Background: an optimization exercise with open tools, aiming at small area, a short achievable clock period and few clock cycles per item. Do not read the settings as production practice. RTL that was checked went through simulation tests only; none was proved equivalent to the original. No activity file was given, so power comes from the tool's default toggle rates.

the baseline:
// dither_brush_builder
module dither_brush_builder (
    input  wire        clk,
    input  wire        rst_n,
    input  wire        cmd_valid,
    output wire        cmd_ready,
    input  wire [63:0] cmd_word,
    input  wire [3:0]  rsel,
    output reg  [31:0] rdata,
    output wire        fb_valid,
    input  wire        fb_ready,
    output wire [31:0] fb_offset,
    output wire [2:0]  fb_bit,
    output wire [3:0]  fb_pixel
);
    function [3:0] bayer(input [1:0] row, input [1:0] col);
        bayer = {col[0] ^ row[0], row[0], col[1] ^ row[1], row[1]};
    endfunction
    function ge_thr(input [3:0] l, input [3:0] b);
        reg g;
        integer i;
        begin
            g = &l & &b;
            for (i = 0; i < 4; i = i + 1)
                g = b[i] ? (l[i] & g) : (l[i] | g);
            ge_thr = g;
        end
    endfunction
    function [31:0] rom(input [3:0] l);
        integer k;
        reg [4:0] kk;
        begin
  ...
For scale: about 110 flip-flops, roughly 150 I/O pins, about 10000 µm² of cells after synthesis.
==> flow/config.mk <==
export PLATFORM = sky130hd
export DESIGN_NAME = dither_brush_builder
export DESIGN_NICKNAME = dither_brush_builder
export VERILOG_FILES = /design/flow/design.v
export SDC_FILE = /design/flow/constraint.sdc
export NUM_CORES = 4
export LEC_CHECK = 0
export CAP_MARGIN = 20
export CORE_MARGIN = 2
export CORE_UTILIZATION = 40
export SLEW_MARGIN = 20
==> flow/constraint.sdc <==
create_clock -name core_clock -period 27.0 [get_ports {clk}]
set_input_delay 5.4000 -clock core_clock [delete_from_list [all_inputs] [get_ports {clk}]]
set_output_delay 5.4000 -clock core_clock [all_outputs]
set_load 0.01 [all_outputs]
run.sh (not shown) runs the stock make flow with config.mk's settings and CLKGATE_MAP_FILE= SYNTH_SCRIPT=/design/flow/synth_recipe.tcl, a recipe that flattens the netlist after the stock synthesis.
The baseline completed end to end with timing, DRC and antenna clean.
Testbench counts of the baseline, summed over its fixed seeds: cycles 24,016, items 12,000.
Input changes introduced in the candidate (baseline for comparison: the baseline):
--- a/flow/design.v
+++ b/flow/design.v
@@ -30,46 +30,31 @@
         reg [4:0] kk;
         begin
             for (k = 0; k < 32; k = k + 1) begin
                 kk = k;
                 rom[k] = ge_thr(l, bayer(kk[4:3], kk[1:0]));
             end
         end
     endfunction
-    function [9:0] dstep(input [8:0] r, input [8:0] d);
-        reg [9:0] t, df;
-        reg bw, dj;
-        integer j;
-        begin
-            t  = {r, 1'b0};
-            bw = 1'b0;
-            for (j = 0; j < 10; j = j + 1) begin
-                dj    = (j < 9) ? d[j] : 1'b0;
-                df[j] = t[j] ^ dj ^ bw;
-                bw    = (~t[j] & dj) | (~(t[j] ^ dj) & bw);
-            end
-            dstep = {!bw, bw ? t[8:0] : df[8:0]};
-        end
-    endfunction
-    function [9:0] fstep(input [8:0] r, input [8:0] d);
+    function [10:0] div2(input [8:0] r, input [8:0] d);
         reg [9:0] t;
         reg [10:0] df;
+        reg [8:0] x;
+        reg qa, qb;
         begin
             t  = {r, 1'b0};
             df = {1'b0, t} - {2'b0, d};
-            fstep = {!df[10], df[10] ? t[8:0] : df[8:0]};
-        end
-    endfunction
-    function [10:0] div2(input [8:0] r, input [8:0] d);
-        reg [9:0] s1, s2;
-        begin
-            s1 = dstep(r, d);
-            s2 = fstep(s1[8:0], d);
-            div2 = {s1[9], s2[9], s2[8:0]};
+            qa = !df[10];
+            x  = qa ? df[8:0] : t[8:0];
+            t  = {x, 1'b0};
+            df = {1'b0, t} - {2'b0, d};
+            qb = !df[10];
+            x  = qb ? df[8:0] : t[8:0];
+            div2 = {qa, qb, x};
         end
     endfunction
     reg        ready_q, fbv_q, exec_q;
     reg        bvalid_q, high_q, pvalid_q, rvalid_q;
     reg [1:0]  ecode_q;           
     reg [2:0]  lastop_q;
     reg [3:0]  lb_q, lg_q, lr_q;  
     reg [3:0]  ls_q;              
@@ -103,34 +88,17 @@
     wire gt_rb = cr > cb;
     wire gt_gb = cg > cb;
     wire [7:0] v = (gt_rg & gt_rb) ? cr : (!gt_rg & gt_gb) ? cg : cb;
     wire       high = cr[7] | cg[7] | cb[7];
     wire [8:0] den = {1'b0, v} + 9'd8;
     wire [3:0] base = high ? {1'b1, cr[7], cg[7], cb[7]} : {1'b0, cr[6], cg[6], cb[6]};
     wire near = (cr > 8'd31) & (cg > 8'd31) & (cb > 8'd31);
     wire [3:0] nbidx = (!high && base == 4'd0 && near) ? 4'h8 : base;
-    function [18:0] off_hi(input [15:0] y, input [8:0] xh);
-        reg [18:0] a, b, e, s, cc;
-        reg c;
-        integer i;
-        begin
-            a  = {3'b0, y};
-            b  = {1'b0, y, 2'b0};
-            e  = {10'b0, xh};
-            s  = a ^ b ^ e;
-            cc = ((a & b) | (a & e) | (b & e)) << 1;
-            c  = 1'b0;
-            for (i = 0; i < 19; i = i + 1) begin
-                off_hi[i] = s[i] ^ cc[i] ^ c;
-                c = (s[i] & cc[i]) | (s[i] & c) | (cc[i] & c);
-            end
-        end
-    endfunction
-    wire [22:0] noff = {off_hi(cy, cx[15:7]), cx[6:3]};
+    wire [22:0] noff = {1'b0, cy, 6'd0} + {3'd0, cy, 4'd0} + {10'd0, cx[15:3]};
     wire [8:0]  du  = exec_q ? d_q   : den;
     wire [10:0] ub  = div2(exec_q ? rmb_q : {1'b0, cb}, du);
     wire [10:0] ug  = div2(exec_q ? rmg_q : {1'b0, cg}, du);
     wire [10:0] ur  = div2(exec_q ? rmr_q : {1'b0, cr}, du);
     wire [3:0] nlb = {qhb_q, hs_q ? ub[10:9] : rmb_q[1:0]};
     wire [3:0] nlg = {qhg_q, hs_q ? ug[10:9] : rmg_q[1:0]};
     wire [3:0] nlr = {qhr_q, hs_q ? ur[10:9] : rmr_q[1:0]};
     wire [3:0] bn = bayer(ty_q, bit_q[1:0]);
==> comparison <==
For the candidate, the critical path capture point was rdata[9], unlike the baseline, where it was rdata[0]. Higher synthesized area goes to the candidate over the baseline. [compare] base=the baseline new=the candidate: met3 wirelength from detailed routing lost 6.0%, endpoint arrival time on the critical path decreased 0.09 ns, share of the cycle needed by the critical path after routing decreased by 0.36 points relative to the old numbers, worst setup slack now larger.
Testbench counts of the candidate, summed over its fixed seeds: cycles 24,016, items 12,000.

== lane 1 ==
The RTL this note starts from:
==> flow/design.v <==
module dither_brush_builder (
    input  wire        clk,
    input  wire        rst_n,
    input  wire        cmd_valid,
    output wire        cmd_ready,
    input  wire [63:0] cmd_word,
    input  wire [3:0]  rsel,
    output reg  [31:0] rdata,
    output wire        fb_valid,
    input  wire        fb_ready,
    output wire [31:0] fb_offset,
    output wire [2:0]  fb_bit,
    output wire [3:0]  fb_pixel
);
    function [3:0] bayer(input [1:0] row, input [1:0] col);
        bayer = {col[0] ^ row[0], row[0], col[1] ^ row[1], row[1]};
    endfunction
    function ge_thr(input [3:0] l, input [3:0] b);
        reg g;
        integer i;
        begin
            g = &l & &b;
            for (i = 0; i < 4; i = i + 1)
                g = b[i] ? (l[i] & g) : (l[i] | g);
            ge_thr = g;
        end
    endfunction
    function ge11(input [10:0] a, input [10:0] b);
        reg g;
        integer i;
        begin
            g = 1'b1;
            for (i = 0; i < 11; i = i + 1)
                g = (a[i] & ~b[i]) | ((a[i] | ~b[i]) & g);
            ge11 = g;
        end
    endfunction
    function [31:0] rom(input [3:0] l);
        integer k;
        reg [4:0] kk;
        begin
            for (k = 0; k < 32; k = k + 1) begin
                kk = k;
                rom[k] = ge_thr(l, bayer(kk[4:3], kk[1:0]));
            end
        end
    endfunction
    function [9:0] dstep(input [8:0] r, input [8:0] d);
        reg [9:0] t, df;
        reg bw, dj;
        integer j;
        begin
            t  = {r, 1'b0};
            bw = 1'b0;
            for (j = 0; j < 10; j = j + 1) begin
                dj    = (j < 9) ? d[j] : 1'b0;
                df[j] = t[j] ^ dj ^ bw;
                bw    = (~t[j] & dj) | (~(t[j] ^ dj) & bw);
            end
            dstep = {!bw, bw ? t[8:0] : df[8:0]};
        end
    endfunction
    function [9:0] fstep(input [8:0] r, input [8:0] d);
        reg [9:0] t;
        reg [10:0] bw;      
        reg q;
        integer j;
        begin
            t = {r, 1'b0};
            bw[0] = 1'b0;
            for (j = 0; j < 10; j = j + 1)
                bw[j+1] = (~t[j] & (j < 9 ? d[j] : 1'b0)) |
                          ((~t[j] | (j < 9 ? d[j] : 1'b0)) & bw[j]);
            q = !bw[10];
            for (j = 0; j < 9; j = j + 1)
                fstep[j] = t[j] ^ (q & (d[j] ^ bw[j]));
            fstep[9] = q;
        end
    endfunction
    function [10:0] div2(input [8:0] r, input [8:0] d);
        reg [9:0] s1, s2;
        begin
            s1 = dstep(r, d);
            s2 = fstep(s1[8:0], d);
            div2 = {s1[9], s2[9], s2[8:0]};
        end
    endfunction
    reg        ready_q, fbv_q, exec_q;
    reg        bvalid_q, high_q, pvalid_q, rvalid_q;
    reg [1:0]  ecode_q;           
    reg [2:0]  lastop_q;
    reg [3:0]  la_q, lb_q;
    reg [1:0]  mx_q;
    reg [3:0]  vl_q;
    reg [3:0]  bidx_q, pix_q, rlvl_q;
    reg [22:0] off_q;
    reg [2:0]  bit_q;
    reg [1:0]  ty_q;
    reg [8:0]  d_q;
    reg [1:0]  qha_q, qhb_q;
    reg [8:0]  rma_q, rmb_q;
    assign cmd_ready = ready_q;
    assign fb_valid  = fbv_q;
    wire [2:0]  op  = cmd_word[2:0];
    wire [7:0]  cb  = cmd_word[15:8];
    wire [7:0]  cg  = cmd_word[23:16];
    wire [7:0]  cr  = cmd_word[31:24];
    wire [15:0] cx  = cmd_word[47:32];
    wire [15:0] cy  = cmd_word[63:48];
    wire illegal  = op[2] & (op[1] | op[0]);
    wire rsv_nz   = |cmd_word[7:3];
    wire no_brush = (op == 3'd3) & !bvalid_q;
    wire [1:0] ecode = illegal ? 2'd1 : rsv_nz ? 2'd2 : no_brush ? 2'd3 : 2'd0;
    wire ok = !illegal & !rsv_nz & !no_brush;
    wire accept = cmd_valid & ready_q;
    wire is_build = ok & !op[2] & !(op[1] & op[0]);    
    wire is_plot  = ok & !op[2] & (op[1] ^ op[0]);     
    wire is_pix   = ok & !op[2] & (op[1] | op[0]);     
    wire is_romrd = ok & op[2];
    wire gt_rg = !ge11({3'd0, cg}, {3'd0, cr});
    wire gt_rb = !ge11({3'd0, cb}, {3'd0, cr});
    wire gt_gb = !ge11({3'd0, cb}, {3'd0, cg});
    wire sel_r = gt_rg & gt_rb;
    wire sel_b = !sel_r & !(!gt_rg & gt_gb);
    wire [7:0] v = sel_r ? cr : !sel_b ? cg : cb;
    wire [7:0] ca = sel_r ? cg : cr;
    wire [7:0] cc = sel_b ? cg : cb;
    wire       high = cr[7] | cg[7] | cb[7];
    wire [8:0] den = high ? {1'b0, v} + 9'd8 : 9'd128;
    wire [3:0] base = high ? {1'b1, cr[7], cg[7], cb[7]} : {1'b0, cr[6], cg[6], cb[6]};
    wire near = (|cr[7:5]) & (|cg[7:5]) & (|cb[7:5]);
    wire [3:0] nbidx = (!high && base == 4'd0 && near) ? 4'h8 : base;
    function [18:0] off_hi(input [15:0] y, input [8:0] xh);
        reg [18:0] a, b, e, s, cc;
        reg c;
        integer i;
        begin
            a  = {3'b0, y};
            b  = {1'b0, y, 2'b0};
            e  = {10'b0, xh};
            s  = a ^ b ^ e;
            cc = ((a & b) | (a & e) | (b & e)) << 1;
            c  = 1'b0;
            for (i = 0; i < 19; i = i + 1) begin
                off_hi[i] = s[i] ^ cc[i] ^ c;
                c = (s[i] & cc[i]) | (s[i] & c) | (cc[i] & c);
            end
        end
    endfunction
    wire [22:0] noff = {off_hi(cy, cx[15:7]), cx[6:3]};
    wire [8:0]  du  = exec_q ? d_q   : den;
    wire [10:0] ua  = div2(exec_q ? rma_q : {1'b0, ca}, du);
    wire [10:0] ub  = div2(exec_q ? rmb_q : {1'b0, cc}, du);
    wire [3:0] nla = {qha_q, ua[10:9]};
    wire [3:0] nlb = {qhb_q, ub[10:9]};
    wire [3:0] ls_q = high_q ? vl_q : 4'd0;
    wire [3:0] lm_q = high_q ? 4'd15 : vl_q;
    wire [3:0] lr = mx_q[1] ? lm_q : la_q;
    wire [3:0] lg = mx_q[1] ? la_q : mx_q[0] ? lb_q : lm_q;
    wire [3:0] lbl = mx_q[0] ? lm_q : lb_q;
    wire [3:0] bn = bayer(ty_q, bit_q[1:0]);
    wire [3:0] tt = (bn == 4'd15) ? 4'd15 : bn + 4'd1;
    reg [9:0] d3;
    reg       c3;
    integer   k3;
    always @(*) begin
        d3[0] = d_q[0];
        c3 = 1'b0;
        for (k3 = 1; k3 < 10; k3 = k3 + 1) begin
            d3[k3] = (k3 < 9 ? d_q[k3] : 1'b0) ^ d_q[k3-1] ^ c3;
            c3 = ((k3 < 9 ? d_q[k3] : 1'b0) & d_q[k3-1]) | (((k3 < 9 ? d_q[k3] : 1'b0) | d_q[k3-1]) & c3);
        end
    end
    wire [10:0] tm = (tt[1:0] == 2'd1) ? {2'b0, d_q} :
                     (tt[1:0] == 2'd2) ? {1'b0, d_q, 1'b0} : {1'b0, d3};
    function fast_ge(input [1:0] qh, input [8:0] rm);
        reg lo;
        begin
            lo = (tt[1:0] == 2'd0) | ge11({rm, 2'b00}, tm);
            fast_ge = (qh > tt[3:2]) | ((qh == tt[3:2]) & lo);
        end
    endfunction
    wire pa = fast_ge(qha_q, rma_q);
    wire pb = fast_ge(qhb_q, rmb_q);
    wire pm = ge_thr(lm_q, bn);
    wire [3:0] plot_pix = {!ge_thr(~ls_q, bn),
                           mx_q[1] ? pm : pa,
                           mx_q[1] ? pa : mx_q[0] ? pb : pm,
                           mx_q[0] ? pm : pb};
    wire [3:0] samp_pix = {!ge_thr(~ls_q, bn), ge_thr(lr, bn), ge_thr(lg, bn), ge_thr(lbl, bn)};
    wire [3:0] pix_new = !lastop_q[1] ? plot_pix : !lastop_q[0] ? bidx_q : samp_pix;
    wire exec_ok = exec_q & (ecode_q == 2'd0);
    wire lvl_en  = exec_ok & !lastop_q[2] & !(lastop_q[1] & lastop_q[0]);
    wire pix_en  = exec_ok & !lastop_q[2] & (lastop_q[1] | lastop_q[0]);
    assign fb_offset = {9'd0, off_q};
    assign fb_bit    = bit_q;
    assign fb_pixel  = exec_q ? pix_new : pix_q;
    always @(posedge clk or negedge rst_n) begin
        if (!rst_n) begin
            ready_q  <= 1'b0;
            fbv_q    <= 1'b0;
            bvalid_q <= 1'b0;
            high_q   <= 1'b0;
            pvalid_q <= 1'b0;
            rvalid_q <= 1'b0;
            ecode_q  <= 2'd0;
            lastop_q <= 3'd0;
        end else if (ready_q) begin
            if (cmd_valid) begin
                ready_q  <= 1'b0;
                fbv_q    <= is_plot;
                lastop_q <= op;
                ecode_q  <= ecode;
                if (is_build) begin
                    bvalid_q <= 1'b1;
                    high_q   <= high;
                end
                if (is_pix)
                    pvalid_q <= 1'b1;
                if (is_romrd)
                    rvalid_q <= 1'b1;
            end
        end else if (fbv_q) begin
            if (fb_ready) begin
                fbv_q   <= 1'b0;
                ready_q <= 1'b1;
            end
        end else begin
            ready_q <= 1'b1;
        end
    end
    always @(posedge clk) begin
        exec_q <= accept;
        d_q   <= den;
        qha_q <= ua[10:9];
        qhb_q <= ub[10:9];
        rma_q <= ua[8:0];
        rmb_q <= ub[8:0];
        ty_q  <= cy[1:0];
        if (accept && is_build) begin
            vl_q   <= v[6:3];
            mx_q   <= {sel_r, sel_b};
            bidx_q <= nbidx;
        end
        if (accept && is_romrd)
            rlvl_q <= cmd_word[11:8];
        if (ready_q) begin
            off_q <= noff;
            bit_q <= cx[2:0];
        end
        if (lvl_en) begin
            la_q <= nla;
            lb_q <= nlb;
        end
        if (pix_en)
            pix_q <= pix_new;
    end
    wire [31:0] status = {21'd0, rvalid_q, pvalid_q, lastop_q, 1'b0, ecode_q,
                          (ecode_q != 2'd0), high_q, bvalid_q};
    wire [7:0] sel = {8{!rsel[3]}} & (8'd1 << rsel[2:0]);
    always @(*) begin
        rdata = ({32{sel[0]}} & status)
              | ({32{sel[1]}} & rom(lbl))
              | ({32{sel[2]}} & rom(lg))
              | ({32{sel[3]}} & rom(lr))
              | ({32{sel[4]}} & ~rom(~ls_q))
              | ({32{sel[5]}} & {28'd0, bidx_q})
              | ({32{sel[6]}} & {28'd0, pix_q})
              | ({32{sel[7]}} & rom(rlvl_q));
    end
endmodule
clock: 27.0 ns
lec_check: 0
cap_margin: 20
core_margin: 2
core_utilization: 55
slew_margin: 20
standard.sh (not shown) runs the stock make flow with config.mk's settings and CLKGATE_MAP_FILE= SYNTH_SCRIPT=/design/flow/synth_recipe.tcl, a recipe that flattens the netlist after the stock synthesis.
==> flow/flow/run.sh <==
#!/bin/bash
# Standard ORFS layout (the standard.sh, unchanged synthesis), with the
# port buffers inserted as buf_1 cells instead of the default delay buffers
# and timing repair aimed at a setup margin.
set -euo pipefail
bash standard.sh \
    "BUFFER_PORTS_ARGS=-buffer_cell sky130_fd_sc_hd__buf_1" \
    SETUP_SLACK_MARGIN=14 \
    finish > standard_flow.log 2>&1
Testbench counts of lane 1, summed over its fixed seeds: cycles 24,016, items 12,000.
Modified inputs, lane 2 compared to lane 1
--- a/flow/design.v
+++ b/flow/design.v
@@ -90,7 +90,6 @@
     reg [1:0]  ecode_q;           
     reg [2:0]  lastop_q;
-    reg [3:0]  la_q, lb_q;
-    reg [1:0]  mx_q;
-    reg [3:0]  vl_q;
+    reg [3:0]  lb_q, lg_q, lr_q;  
+    reg [3:0]  ls_q;              
     reg [3:0]  bidx_q, pix_q, rlvl_q;
     reg [22:0] off_q;
@@ -98,6 +97,6 @@
     reg [1:0]  ty_q;
     reg [8:0]  d_q;
-    reg [1:0]  qha_q, qhb_q;
-    reg [8:0]  rma_q, rmb_q;
+    reg [1:0]  qhb_q, qhg_q, qhr_q;
+    reg [8:0]  rmb_q, rmg_q, rmr_q;
     assign cmd_ready = ready_q;
     assign fb_valid  = fbv_q;
@@ -121,9 +120,5 @@
     wire gt_rb = !ge11({3'd0, cb}, {3'd0, cr});
     wire gt_gb = !ge11({3'd0, cb}, {3'd0, cg});
-    wire sel_r = gt_rg & gt_rb;
-    wire sel_b = !sel_r & !(!gt_rg & gt_gb);
-    wire [7:0] v = sel_r ? cr : !sel_b ? cg : cb;
-    wire [7:0] ca = sel_r ? cg : cr;
-    wire [7:0] cc = sel_b ? cg : cb;
+    wire [7:0] v = (gt_rg & gt_rb) ? cr : (!gt_rg & gt_gb) ? cg : cb;
     wire       high = cr[7] | cg[7] | cb[7];
     wire [8:0] den = high ? {1'b0, v} + 9'd8 : 9'd128;
@@ -150,13 +145,10 @@
     wire [22:0] noff = {off_hi(cy, cx[15:7]), cx[6:3]};
     wire [8:0]  du  = exec_q ? d_q   : den;
-    wire [10:0] ua  = div2(exec_q ? rma_q : {1'b0, ca}, du);
-    wire [10:0] ub  = div2(exec_q ? rmb_q : {1'b0, cc}, du);
-    wire [3:0] nla = {qha_q, ua[10:9]};
+    wire [10:0] ub  = div2(exec_q ? rmb_q : {1'b0, cb}, du);
+    wire [10:0] ug  = div2(exec_q ? rmg_q : {1'b0, cg}, du);
+    wire [10:0] ur  = div2(exec_q ? rmr_q : {1'b0, cr}, du);
     wire [3:0] nlb = {qhb_q, ub[10:9]};
-    wire [3:0] ls_q = high_q ? vl_q : 4'd0;
-    wire [3:0] lm_q = high_q ? 4'd15 : vl_q;
-    wire [3:0] lr = mx_q[1] ? lm_q : la_q;
-    wire [3:0] lg = mx_q[1] ? la_q : mx_q[0] ? lb_q : lm_q;
-    wire [3:0] lbl = mx_q[0] ? lm_q : lb_q;
+    wire [3:0] nlg = {qhg_q, ug[10:9]};
+    wire [3:0] nlr = {qhr_q, ur[10:9]};
     wire [3:0] bn = bayer(ty_q, bit_q[1:0]);
     wire [3:0] tt = (bn == 4'd15) ? 4'd15 : bn + 4'd1;
@@ -181,12 +173,7 @@
         end
     endfunction
-    wire pa = fast_ge(qha_q, rma_q);
-    wire pb = fast_ge(qhb_q, rmb_q);
-    wire pm = ge_thr(lm_q, bn);
-    wire [3:0] plot_pix = {!ge_thr(~ls_q, bn),
-                           mx_q[1] ? pm : pa,
-                           mx_q[1] ? pa : mx_q[0] ? pb : pm,
-                           mx_q[0] ? pm : pb};
-    wire [3:0] samp_pix = {!ge_thr(~ls_q, bn), ge_thr(lr, bn), ge_thr(lg, bn), ge_thr(lbl, bn)};
+    wire [3:0] plot_pix = {!ge_thr(~ls_q, bn), fast_ge(qhr_q, rmr_q),
+                           fast_ge(qhg_q, rmg_q), fast_ge(qhb_q, rmb_q)};
+    wire [3:0] samp_pix = {!ge_thr(~ls_q, bn), ge_thr(lr_q, bn), ge_thr(lg_q, bn), ge_thr(lb_q, bn)};
     wire [3:0] pix_new = !lastop_q[1] ? plot_pix : !lastop_q[0] ? bidx_q : samp_pix;
     wire exec_ok = exec_q & (ecode_q == 2'd0);
@@ -233,12 +220,13 @@
         exec_q <= accept;
         d_q   <= den;
-        qha_q <= ua[10:9];
         qhb_q <= ub[10:9];
-        rma_q <= ua[8:0];
+        qhg_q <= ug[10:9];
+        qhr_q <= ur[10:9];
         rmb_q <= ub[8:0];
+        rmg_q <= ug[8:0];
+        rmr_q <= ur[8:0];
         ty_q  <= cy[1:0];
         if (accept && is_build) begin
-            vl_q   <= v[6:3];
-            mx_q   <= {sel_r, sel_b};
+            ls_q   <= high ? v[6:3] : 4'd0;
             bidx_q <= nbidx;
         end
@@ -250,6 +238,7 @@
         end
         if (lvl_en) begin
-            la_q <= nla;
             lb_q <= nlb;
+            lg_q <= nlg;
+            lr_q <= nlr;
         end
         if (pix_en)
@@ -261,7 +250,7 @@
     always @(*) begin
         rdata = ({32{sel[0]}} & status)
-              | ({32{sel[1]}} & rom(lbl))
-              | ({32{sel[2]}} & rom(lg))
-              | ({32{sel[3]}} & rom(lr))
+              | ({32{sel[1]}} & rom(lb_q))
+              | ({32{sel[2]}} & rom(lg_q))
+              | ({32{sel[3]}} & rom(lr_q))
               | ({32{sel[4]}} & ~rom(~ls_q))
               | ({32{sel[5]}} & {28'd0, bidx_q})
Notes after the runs:
- Lane 2 against lane 1; total power is up by more than 10%.
- Per the comparison of lane 2 with lane 1, layout overhead on the synthesized area increased by 0.37 points relative to the old numbers, count of buffers added by post-CTS timing repair for setup increased by 6 relative to the old numbers.
- Lane 2: total wire length is 6.1% higher than what lane 1 reported.
- From lane 1 to lane 2 the numbers moved as follows: leakage power figure climbed 0.26 nW, post-synthesis instance total climbed 4.9%, pin slew with the least headroom to its limit dropped 0.19 ns, share of power burned in the clock network dropped 1.7 points.
The RTL of lane 2 was laid out without a check of its function.

==> afterwards: timing with drivers on the ports <==
No port has a modelled driver above. Below, the same layouts with a new extraction and two added sets of constraints.
Step 1, drivers: a clkbuf_16 drives clk and a buf_2 each remaining input, both assumed.
Step 2 moves the port delays by t, midway between the first and last clock arrival at a register: inputs arrive t later, outputs are due t later. That takes back most of the time a late clock gives input paths.
Slacks: ideal / step 1 / step 2; pairs: ideal / step 1.
| run | t, ns | setup WS [ns] | worst setup path at the end | latest minus earliest clock arrival (ns) |
|---|---|---|---|---|
| the baseline | 0.414 | 13.005 / 12.979 / 12.870 | input to register | 0.018 / 0.019 |
| the candidate | 0.403 | 13.102 / 13.076 / 13.076 | input to output | 0.027 / 0.027 |
| lane 1 | 0.399 | 14.099 / 14.067 / 13.953 | input to register | 0.005 / 0.005 |
| lane 2 | 0.409 | 14.148 / 14.122 / 13.881 | input to register | 0.008 / 0.008 |
After both steps every run listed still meets setup and hold. For lane 2, which loses most, drivers alone change the setup slack by -0.026 ns; drivers and shift together by -0.267 ns.
